Context: an optimization exercise on an open-source flow, tuned for small area, a short achievable clock period and few clock cycles per item. The choices shown serve that exercise and are no tape-out recipe. Only simulation tests tie the RTL to the original design; equivalence was not proved.

// wrs_fmd
module wrs_fmd (
    input  wire               clk,
    input  wire               rst,         
    input  wire               cfg_valid,
    input  wire        [15:0] cfg_gain,    
    input  wire               in_valid,
    output wire               in_ready,
    input  wire signed [15:0] in_i,
    input  wire signed [15:0] in_q,
    output wire               out_valid,
    input  wire               out_ready,
    output wire signed [15:0] out_y        
);
Settings: LEC_CHECK=0, CAP_MARGIN=20, CORE_MARGIN=2, CORE_UTILIZATION=55, CTS_CLUSTER_DIAMETER=100, CTS_CLUSTER_SIZE=22, PLACE_DENSITY=0.7, SLEW_MARGIN=20; clock period 11.0 ns.
standard.sh (not shown) runs the stock make flow with config.mk's settings and CLKGATE_MAP_FILE= SYNTH_SCRIPT=/design/flow/synth_recipe.tcl, a recipe that flattens the netlist after the stock synthesis.
==> flow/flow/run.sh <==
#!/bin/bash
# The standard layout (standard synthesis unchanged), with setup repair
# aiming further below the clock period.  make's output goes to
# standard.log; each ORFS step keeps its own log under orfs/logs/.
bash standard.sh SETUP_SLACK_MARGIN=6.5 finish > standard.log 2>&1
The first run ran to the end with no violations.
Testbench counts at the start, summed over its fixed seeds: cycles 4,264, items 4,096.
Rerun with:
--- a/flow/flow/run.sh
+++ b/flow/flow/run.sh
@@ -4,2 +4,2 @@
 # standard.log; each ORFS step keeps its own log under orfs/logs/.
-bash standard.sh SETUP_SLACK_MARGIN=6.5 finish > standard.log 2>&1
+bash standard.sh SETUP_SLACK_MARGIN=6.75 finish > standard.log 2>&1
The new run finished with timing, DRC and antenna clean.
Maximum frequency came out higher slightly.
Global-route usage increases by 0.23 points.
Final area goes up slightly.
Rerun with:
GPL_TIMING_DRIVEN = 1   (was default)
Effect: The new run passed the timing, DRC and antenna checks. Maximum frequency does not change. Wire length does not change. Non-clock buffer count is unchanged. Worst setup slack stays the same. Via count does not change. Global-route usage does not change. Hold slack stays the same. Area after synthesis is unchanged. Critical path depth is unchanged.

========
Starting RTL as in the previous note.
export LEC_CHECK = 0
export CAP_MARGIN = 20
export CORE_MARGIN = 2
export CORE_UTILIZATION = 55
export CTS_CLUSTER_DIAMETER = 100
export CTS_CLUSTER_SIZE = 22
export PLACE_DENSITY = 0.7
export SLEW_MARGIN = 20
create_clock -name core_clock -period 11.0 [get_ports {clk}]
==> flow/flow/run.sh <==
#!/bin/bash
# The standard layout (standard synthesis unchanged), with setup repair
# aiming further below the clock period.  make's output goes to
# standard.log; each ORFS step keeps its own log under orfs/logs/.
bash standard.sh SETUP_SLACK_MARGIN=7.0 finish > standard.log 2>&1
Testbench counts at the start, summed over its fixed seeds: cycles 4,264, items 4,096.
==> next run, changes <==
--- a/flow/flow/run.sh
+++ b/flow/flow/run.sh
@@ -5 +5 @@
-bash standard.sh SETUP_SLACK_MARGIN=7.0 finish > standard.log 2>&1
+bash standard.sh SETUP_SLACK_MARGIN=6.75 finish > standard.log 2>&1
Settings changed: CTS_CLUSTER_DIAMETER 100 to 110, CTS_CLUSTER_SIZE 22 to 26.
Utilization goes down by 1.5 points.
Clock skew is lower by 0.0042 ns.
Final area shrinks by a few percent.
Wire length went down by a few percent.
Sequential cell count does not change.
Sequential share of layout area went up by 0.79 points.
Die area is unchanged.
Worst setup slack gets better by 0.062 ns.

--- another note on this design; it stands on its own ---

==> inputs of 07-23 <==
Design wrs_fmd, start of the top module:
module wrs_fmd (
    input  wire               clk,
    input  wire               rst,         
    input  wire               cfg_valid,
    input  wire        [15:0] cfg_gain,    
    input  wire               in_valid,
    output wire               in_ready,
    input  wire signed [15:0] in_i,
    input  wire signed [15:0] in_q,
    output wire               out_valid,
    input  wire               out_ready,
    output wire signed [15:0] out_y        
);
Settings: LEC_CHECK=0, CAP_MARGIN=20, CORE_MARGIN=2, CORE_UTILIZATION=40, CTS_CLUSTER_DIAMETER=100, CTS_CLUSTER_SIZE=22, PLACE_DENSITY=0.6, SLEW_MARGIN=20; clock period 11.0 ns.
standard.sh (not shown) runs the stock make flow with config.mk's settings and CLKGATE_MAP_FILE= SYNTH_SCRIPT=/design/flow/synth_recipe.tcl, a recipe that flattens the netlist after the stock synthesis.
==> flow/flow/run.sh <==
#!/bin/bash
# The standard layout (standard synthesis unchanged), with setup repair
# aiming further below the clock period.  make's output goes to
# standard.log; each ORFS step keeps its own log under orfs/logs/.
bash standard.sh SETUP_SLACK_MARGIN=6.75 finish > standard.log 2>&1
==> 11-07 (differences from 07-23) <==
==> flow/flow/run.sh (replaced) <==
#!/bin/bash
# The standard layout (standard synthesis unchanged), with setup repair
# aiming further below the clock period.  make's output goes to
# standard.log; each ORFS step keeps its own log under orfs/logs/.
bash standard.sh SETUP_SLACK_MARGIN=7.0 finish > standard.log 2>&1
--- a/flow/config.mk
+++ b/flow/config.mk
@@ -9,6 +9,4 @@
 export CORE_MARGIN = 2
 export CORE_UTILIZATION = 40
-export CTS_CLUSTER_DIAMETER = 100
-export CTS_CLUSTER_SIZE = 22
 export PLACE_DENSITY = 0.6
 export SLEW_MARGIN = 20
==> 06-25 (differences from 07-23) <==
==> flow/flow/run.sh (replaced) <==
#!/bin/bash
# The standard layout (standard synthesis unchanged), with setup repair
# aiming further below the clock period.  make's output goes to
# standard.log; each ORFS step keeps its own log under orfs/logs/.
bash standard.sh SETUP_SLACK_MARGIN=6.5 finish > standard.log 2>&1
--- a/flow/config.mk
+++ b/flow/config.mk
@@ -9,6 +9,4 @@
 export CORE_MARGIN = 2
 export CORE_UTILIZATION = 40
-export CTS_CLUSTER_DIAMETER = 100
-export CTS_CLUSTER_SIZE = 22
 export PLACE_DENSITY = 0.6
 export SLEW_MARGIN = 20
==> notes.md <==
item	07-23	11-07	06-25
Setup slack after layout	6400 ps	6480 ps	6420 ps
Fraction of standard cell area that is sequential	32.2%	30.9%	32.2%
First-pass GRT wire length	481000 um	487000 um	471000 um
Worst relative slew slack	24.2%	25.9%	25.5%
Met1 routed wirelength after detailed routing	127000 um	127000 um	124000 um
Largest stage delay, worst path	540 ps	570 ps	560 ps
Combined area of the multi-input logic cells	68600 um2	69700 um2	67400 um2
Non-clock buffering overhead in the final layout	4.33%	5.29%	2.98%
Count of vias placed by the detailed router	76700	78500	76200
Number of signal-net buffers in the layout	465	619	340
Transition time of the tightest slew-check pin	1140 ps	1110 ps	1110 ps
Final design instance area without fill	130000 um2	136000 um2	130000 um2
Outcome	timing/DRC/antenna clean	timing/DRC/antenna clean	timing/DRC/antenna clean
Clock latency of the later-clocked register in the worst-skew pair	880 ps	870 ps	870 ps
Final hold slack	401 ps	362 ps	358 ps
GRT met1 Usage	26.1%	26.0%	25.2%
Critical Path Fanout Max	3	6	7
CTS buffer count	93	176	176
Max Clock Skew	68.3 ps	77.1 ps	76.2 ps
Worst reg2reg path depth	20	14	13
Number of global-route vias before repair	81200	82800	81100
Worst setup startpoint	d4_q15	bi_one[3]	bi_two[4]
Critical register-to-register path endpoint	tha_q16[17]	rb_q1[19]	ib_q1[18]
Global-route usage over all layers	21.0%	21.2%	20.4%
Maximum frequency from static timing analysis	217 MHz	221 MHz	218 MHz
Testbench counts of 07-23, summed over its fixed seeds: cycles 4,264, items 4,096.
Testbench counts of 11-07, summed over its fixed seeds: cycles 4,264, items 4,096.
Testbench counts of 06-25, summed over its fixed seeds: cycles 4,264, items 4,096.

[re-timing with driven ports]
In the flow no input, the clock included, has a driving cell. The finished layouts below were timed again as built, in two steps. Step 1 (the two cells are an assumption about what drives the block):
set clk [get_ports {clk}]
set_driving_cell -lib_cell sky130_fd_sc_hd__clkbuf_16 $clk
set_driving_cell -lib_cell sky130_fd_sc_hd__buf_2 [delete_from_list [all_inputs] $clk]
Step 2 moves the port delays by t, midway between the first and last clock arrival at a register: inputs arrive t later, outputs are due t later. That takes back most of the time a late clock gives input paths. a / b / c = ideal / step 1 / step 2; a / b = the first two.
| run | t, ns | slack for setup (ns) | worst setup path at the end | latest minus earliest clock arrival (ns) | pins driven straight from the clock port |
|---|---|---|---|---|---|
| the first run of note 1 | 0.851 | 6.605 / 6.605 / 6.391 | input to register | 0.059 / 0.059 | 1 |
| the second run of note 1 | 0.853 | 6.667 / 6.667 / 6.393 | input to register | 0.061 / 0.062 | 1 |
| the third run of note 1 | 0.853 | 6.667 / 6.667 / 6.393 | input to register | 0.061 / 0.062 | 1 |
| the first run of note 2 | 0.855 | 6.665 / 6.665 / 6.388 | input to register | 0.062 / 0.062 | 1 |
| the second run of note 2 | 0.840 | 6.727 / 6.727 / 6.348 | input to register | 0.059 / 0.059 | 1 |
| 07-23 | 0.950 | 6.399 / 6.399 / 6.306 | input to register | 0.125 / 0.125 | 1 |
| 11-07 | 0.938 | 6.477 / 6.477 / 6.301 | input to register | 0.100 / 0.100 | 1 |
| 06-25 | 0.939 | 6.422 / 6.422 / 6.355 | input to register | 0.100 / 0.100 | 1 |
After both steps every run listed still meets setup and hold. For the second run of note 2, which loses most, drivers alone change the setup slack by 0.000 ns; drivers and shift together by -0.379 ns.
